From an optimization exercise on the open Yosys and OpenROAD flow, aimed at small area; shortcuts taken in it are not production practice. The RTL was checked by simulation tests, not by an equivalence proof against the original design. Power and IR drop assume default switching activity. The clock port is modelled as an ideal driver; clocking choices that lean on that would not hold on a real chip.

== before ==
## rclc_link
module rclc_link (
    input  wire       clk,
    input  wire       rst,           
    input  wire       ms_tick,       
    input  wire       pay_we,
    input  wire [5:0] pay_addr,
    input  wire [7:0] pay_wdata,
    input  wire       send_valid,
    input  wire [7:0] send_cmd,
    input  wire [7:0] send_budget,
    input  wire [7:0] send_len,
    output reg  [3:0] op_err,        
    output wire       tx_valid,
    output wire [7:0] tx_data,
    input  wire       tx_ready,
    input  wire       rx_valid,
    input  wire [7:0] rx_data,
    output wire       rx_ready,
    output reg  [2:0] txn_state,
    output reg  [1:0] txn_err,
    output reg  [7:0] txn_attempt,
    output reg  [7:0] txn_budget,
    output reg  [2:0] rx_state,
    output reg  [1:0] dec_event,
    output reg        frame_valid,
    output wire [7:0] frame_dc,
    output wire [7:0] frame_len,
    input  wire [5:0] rd_addr,
    output wire [7:0] rd_data
);
Size in the first run: ~4300 cells after synthesis, about 120 I/O pins.
clock: 10.0 ns
lec_check: 0
cap_margin: 20
core_margin: 2
core_utilization: 40
slew_margin: 20
synth_hierarchical: 1
synth_minimum_keep_size: 0
run.sh (not shown) runs the stock make flow with config.mk's settings and CLKGATE_MAP_FILE= SYNTH_SCRIPT=/design/flow/synth_recipe.tcl, a recipe that flattens the netlist after the stock synthesis.
In summary, before completed successfully, with a layout that passed the timing, design-rule and antenna checks.
Modified inputs, after compared to before
==> flow/flow/run.sh (new file) <==
#!/bin/bash
# Standard ORFS layout, with two changes: clock tree synthesis without dummy
# loads (larger sink clusters of clkbuf_16), and the smallest buffer on each port.
set -euo pipefail
bash standard.sh \
  "CTS_ARGS=-sink_clustering_enable -repair_clock_nets -dont_use_dummy_load -buf_list sky130_fd_sc_hd__clkbuf_16 -sink_clustering_size 25 -sink_clustering_max_diameter 80" \
  "BUFFER_PORTS_ARGS=-buffer_cell sky130_fd_sc_hd__buf_1" \
  finish > flow_make.log 2>&1
==> flow/standard.sh (new file) <==
#!/bin/bash
# synth_recipe.tcl (not shown) runs the flow's synth.tcl, then flattens the netlist and writes it again
# the make line also repeats each setting of config.mk as NAME=value (left out here)
make -C /OpenROAD-flow-scripts/flow DESIGN_CONFIG=/design/flow/config.mk WORK_HOME=/design/flow/orfs CLKGATE_MAP_FILE= SYNTH_SCRIPT=/design/flow/synth_recipe.tcl "${@:-finish}"
removed: flow/run.sh
- The run with more setup slack is after; before has less.
- Total power: after and before compared, lower one is after
- Measured against each other, after and before differ in number of global-route vias before repair, the higher figure coming from before.
- after vs before: routed wire length down by a few percent
- after reports its top routing layer in use as met5 while before reports met4.
- after finished every step from synthesis to the final layout, and the layout passed the timing, design-rule and antenna checks.
- Taking before as the reference, in after number of multi-input logic gates flat, pin count of the biggest net entering global routing up 23, global-route wire length before repair down about 2%.
- Relative to before, the peak ir drop on the vdd network measured on after has decreased by more than 10%.


== delta ==
rclc_link, a different RTL version from the one above (not shown whole).
For scale: about 4300 cells after synthesis, ~1600 flip-flops, about 53000 um^2 of cells after synthesis.
clock: 10.0 ns
lec_check: 0
cap_margin: 20
core_margin: 2
core_utilization: 65
place_density: 0.75
slew_margin: 20
synth_hierarchical: 1
synth_minimum_keep_size: 0
standard.sh (not shown) runs the stock make flow with config.mk's settings and CLKGATE_MAP_FILE= SYNTH_SCRIPT=/design/flow/synth_recipe.tcl, a recipe that flattens the netlist after the stock synthesis.
==> flow/flow/run.sh <==
#!/bin/bash
# Standard ORFS layout, with two changes: clock tree synthesis without dummy
# loads (larger sink clusters of clkbuf_16), and the smallest buffer on each port.
set -euo pipefail
bash standard.sh \
  "CTS_ARGS=-sink_clustering_enable -repair_clock_nets -dont_use_dummy_load -buf_list sky130_fd_sc_hd__clkbuf_16 -sink_clustering_size 35 -sink_clustering_max_diameter 80" \
  "BUFFER_PORTS_ARGS=-buffer_cell sky130_fd_sc_hd__buf_1" \
  finish > flow_make.log 2>&1
#### Input delta (beta over delta)
==> flow/flow/run.sh <==
#!/bin/bash
# Standard ORFS layout, with two changes: clock tree synthesis without dummy
# loads (larger sink clusters of clkbuf_16), and the smallest buffer on each port.
set -euo pipefail
bash standard.sh \
  "CTS_ARGS=-sink_clustering_enable -repair_clock_nets -dont_use_dummy_load -buf_list sky130_fd_sc_hd__clkbuf_16 -sink_clustering_size 30 -sink_clustering_max_diameter 80" \
  "BUFFER_PORTS_ARGS=-buffer_cell sky130_fd_sc_hd__buf_1" \
  finish > flow_make.log 2>&1
### Flow results
The cell with the largest stage delay on the worst path comes out nor2_1 in one run and xor2_1 in the other, namely in delta and beta respectively.
Looking at worst setup margin across both flows, beta is the stronger of the two, with delta trailing.
Side by side, register-to-register slack turned out higher in beta than in delta.
Comparing delta against beta, there is no change at all in post-synthesis share of cell area spent on full adders, half adders and majority gates.
Re vertical extent of the die: no difference whatsoever between delta and beta.
Post-layout minimum cycle time: beta < delta

what the ideal ports hide:
The results above use ideal ports. As a check the final layouts listed here were re-extracted and re-timed, cells and wires unchanged.
Step 1: set_driving_cell puts a clkbuf_16 on clk and a buf_2 on each other input, an assumption about the parent block.
Step 2 adds t to the input delays and takes it off the output delays; t is the mean of the earliest and latest rising clock arrival at the registers after step 1. Input paths then give back, and output paths get back, about the clock's delay inside the block.
Slacks: no drivers / after step 1 / after step 2; pairs: no drivers / after step 1.
run | t (ns) | setup slack, ns | worst setup path at the end | worst register clock-pin slew, ns
before | 0.863 | 1.107 / 1.078 / 1.078 | input to output | 0.06 / 0.06
after | 0.743 | 1.818 / 1.793 / 1.793 | input to output | 0.10 / 0.10
delta | 0.723 | 1.892 / 1.866 / 1.866 | input to output | 0.12 / 0.12
beta | 0.730 | 1.932 / 1.906 / 1.906 | input to output | 0.12 / 0.12
After both steps every run listed still meets setup and hold. The setup slack of before, which loses most, moves by -0.029 ns with the drivers and by -0.029 ns with both steps.
